This is an optimization exercise on Yosys and OpenROAD, whose aim is small area, a short achievable clock period and few clock cycles, not a production implementation.
In this exercise RTL edits were held to simulation tests only and were not proved equivalent to the original.
Power figures rest on the tool's default switching activity, not on a simulated workload.

==> flow/design.v (excerpt) <==
module atc_decode (
    input  wire        clk,
    input  wire        rst,         
    input  wire        start,       
    input  wire [7:0]  in_len,      
    output wire        busy,
    output reg         src_re,
    output reg  [7:0]  src_addr,
    input  wire [7:0]  src_rdata,
    input  wire [8:0]  rd_addr,
    output reg  [31:0] rd_data
);
For scale: roughly 70 I/O pins, roughly 33,000 um2 of cells after synthesis.
make LEC_CHECK=0 ABC_AREA=1 CAP_MARGIN=20 CORE_MARGIN=2 CORE_UTILIZATION=70 CTS_BUF_LIST=sky130_fd_sc_hd__clkbuf_16 CTS_CLUSTER_DIAMETER=60 CTS_CLUSTER_SIZE=20 PLACE_DENSITY=0.8 SETUP_SLACK_MARGIN=2.0 SLEW_MARGIN=20 finish   # period 6.0 ns
run.sh (not shown) runs the stock make flow with config.mk's settings and CLKGATE_MAP_FILE= SYNTH_SCRIPT=/design/flow/synth_recipe.tcl, a recipe that flattens the netlist after the stock synthesis.
Testbench counts at the start, summed over its fixed seeds: cycles 43,076.
Then changed:
--- a/flow/design.v
+++ b/flow/design.v
@@ -20,22 +20,23 @@
                      D_U32    = 4'd2,
                      D_TXP    = 4'd3,
                      D_DEVCLS = 4'd4,
                      D_ITVL   = 4'd5,
                      D_APPEAR = 4'd6,
                      D_ADVITV = 4'd7,
                      D_LEADDR = 4'd8,
                      D_LEROLE = 4'd9;
     reg [2:0] state;
     reg [7:0] pos;         
     reg [7:0] rm1;         
+    reg [7:0] npos;        
     reg       last;        
     reg       fin;         
     reg [4:0] n;           
     reg [7:0] pa;          
     reg [4:0] j;           
     reg [3:0] dest;        
     reg       res_m;       
     reg       res_a;       
     reg [17:0] fs_present;
     reg [3:0]  fs_complete;
     reg [3:0]  fs_u16_count;
@@ -100,23 +101,22 @@
     always @* begin
         case (n)
             5'd6:    n_div6 = 3'd1;
             5'd12:   n_div6 = 3'd2;
             5'd18:   n_div6 = 3'd3;
             5'd24:   n_div6 = 3'd4;
             default: n_div6 = 3'd0;
         endcase
     end
     wire [7:0] pos_p1 = pos + 8'd1;
     wire [7:0] pos_p2 = pos + 8'd2;
-    wire [7:0] npos   = pos_p2 + {3'd0, n};   
     wire       jlast  = (pa == pos);          
     always @* begin
         case (state)
             S_IDLE:  begin src_re = start && !rst && (in_len != 8'd0); src_addr = 8'd0; end
             S_LEN:   begin src_re = (rm1 != 8'd0);             src_addr = pos_p1; end
             S_TYP:   begin
                 if (last) begin src_re = (n != 5'd0); src_addr = pos_p2; end
                 else      begin src_re = 1'b1;        src_addr = npos;   end
             end
             S_PAYL:  begin src_re = 1'b1;                      src_addr = pa;     end
             default: begin src_re = !(jlast && fin);  src_addr = jlast ? pos_p1 : pa; end
@@ -124,22 +124,23 @@
     end
     wire len_cyc = (state == S_LEN) || (state == S_PAYL);
     always @(posedge clk) begin
         if (rst) begin
             state <= S_IDLE;
             pos   <= 8'd0;
             res_m <= 1'b0;
             res_a <= 1'b0;
         end else begin
             if (len_cyc) begin
                 n    <= L[4:0] - 5'd1;
+                npos <= pos_p1 + L;        
                 last <= (L == rm1);
                 rm1  <= rm1 + ~L;          
             end
             case (state)
                 S_IDLE: if (start) begin
                     pos   <= 8'd0;
                     rm1   <= in_len - 8'd1;
                     res_m <= 1'b0;
                     res_a <= 1'b0;
                     if (in_len != 8'd0) state <= S_LEN;
                 end
@@ -242,54 +243,45 @@
     genvar gi;
     generate
         for (gi = 0; gi < 16; gi = gi + 1) begin : g_u16w
             if (gi < 14) assign u16_t[gi] = {u16[2*gi+1], u16[2*gi]};
             else         assign u16_t[gi] = 16'd0;
         end
         for (gi = 0; gi < 8; gi = gi + 1) begin : g_u32w
             if (gi < 7) assign u32_t[gi] = {u32[4*gi+3], u32[4*gi+2], u32[4*gi+1], u32[4*gi]};
             else        assign u32_t[gi] = 32'd0;
         end
     endgenerate
-    wire [7:0] v_set;
-    generate
-        for (gi = 0; gi < 8; gi = gi + 1) begin : g_vset
-            assign v_set[gi] = |v_off[gi];
-        end
-    endgenerate
-    wire [17:0] present = {v_set[7], v_set[6], v_set[5], v_set[4], fs_present[13:10],
-                           v_set[3], v_set[2], fs_present[7:5], v_set[1], v_set[0],
-                           fs_present[2:0]};
     reg [31:0] w_ctl, w_fs, w_u32;
     reg [15:0] w_u16;
     always @* begin
         case (rd_addr[3:0])
             4'h1:    w_ctl = {31'd0, busy};                              
             4'h2:    w_ctl = {28'd0, res_a, res_m, res_a, 1'b0};         
             4'h3:    w_ctl = 32'h1743_1D00;                              
             4'h4:    w_ctl = 32'h003F_7F80;                              
             4'h9:    w_ctl = {24'd0, pos};                               
             default: w_ctl = 32'd0;
         endcase
         case (rd_addr[4:0])
-            5'h00:   w_fs = {14'd0, present};
+            5'h00:   w_fs = {14'd0, fs_present};
             5'h01:   w_fs = {28'd0, fs_complete};
             5'h02:   w_fs = {8'd0, fs_lerole, fs_txp, fs_flags};
             5'h03:   w_fs = {fs_advitvl[1], fs_advitvl[0], fs_appear[1], fs_appear[0]};
             5'h04:   w_fs = {16'd0, 5'd0, fs_u32_count, 4'd0, fs_u16_count};
             5'h05:   w_fs = {16'd0, 7'd0, v_n0, v_off[0]};
             5'h06:   w_fs = {16'd0, 3'd0, v_n1, v_off[1]};
             5'h07:   w_fs = {16'd0, 3'd0, v_n2, v_off[2]};
             5'h08:   w_fs = {16'd0, 5'd0, v_n3, v_off[3]};
             5'h09:   w_fs = {16'd0, 3'd0, v_n4, v_off[4]};
-            5'h0A:   w_fs = {16'd0, 3'd0, v_set[5], v_n5, v_off[5]};
+            5'h0A:   w_fs = {16'd0, 3'd0, fs_present[15], v_n5, v_off[5]};
             5'h0B:   w_fs = {16'd0, 3'd0, v_n6, v_off[6]};
             5'h0C:   w_fs = {16'd0, 3'd0, v_n7, v_off[7]};
             5'h0D:   w_fs = {8'd0, fs_devcls[2], fs_devcls[1], fs_devcls[0]};
             5'h0E:   w_fs = {fs_itvl[3], fs_itvl[2], fs_itvl[1], fs_itvl[0]};
             5'h0F:   w_fs = {fs_leaddr[3], fs_leaddr[2], fs_leaddr[1], fs_leaddr[0]};
             5'h10:   w_fs = {8'd0, fs_leaddr[6], fs_leaddr[5], fs_leaddr[4]};
             default: w_fs = 32'd0;
         endcase
         w_u16 = u16_t[rd_addr[3:0]];
         w_u32 = u32_t[rd_addr[2:0]];
         rd_data = ({32{rd_addr[8:4] == 5'h00}} & w_ctl)
The new run passed the timing, DRC and antenna checks.
First-iteration DRC count went down by 9.5%.
Synthesized area went up by about 0.8%.
Power went up by about 6.5%.
Wire length went down by about 2.5%.
Final cell count went up by about 0.8%.
Die area went up by 0.80%.
Non-clock buffer count went down by 18.
Testbench counts after the change, summed over its fixed seeds: cycles 43,076.

-- static timing again, ports no longer ideal --
Ports are ideal in the flow. The routed layouts listed here were re-timed in OpenROAD.
Step 1 assumes that a clkbuf_16 drives the clock port and a buf_2 every other input.
Step 2 also shifts input and output timing later by t, the mid clock arrival at the registers, as if the neighbouring blocks saw the same clock.
Slacks: ideal ports / drivers / drivers and shift; pairs: ideal ports / drivers.
run	t (ns)	setup slack, ns	worst setup path after step 2	latest minus earliest clock arrival (ns)
the first run	0.693	1.424 / 1.317 / 1.317	input to output	0.034 / 0.034
the second run	0.699	1.528 / 1.404 / 1.404	input to output	0.041 / 0.041
After both steps every run listed still meets setup and hold. The setup slack of the second run, which loses most, moves by -0.124 ns with the drivers and by -0.124 ns with both steps.
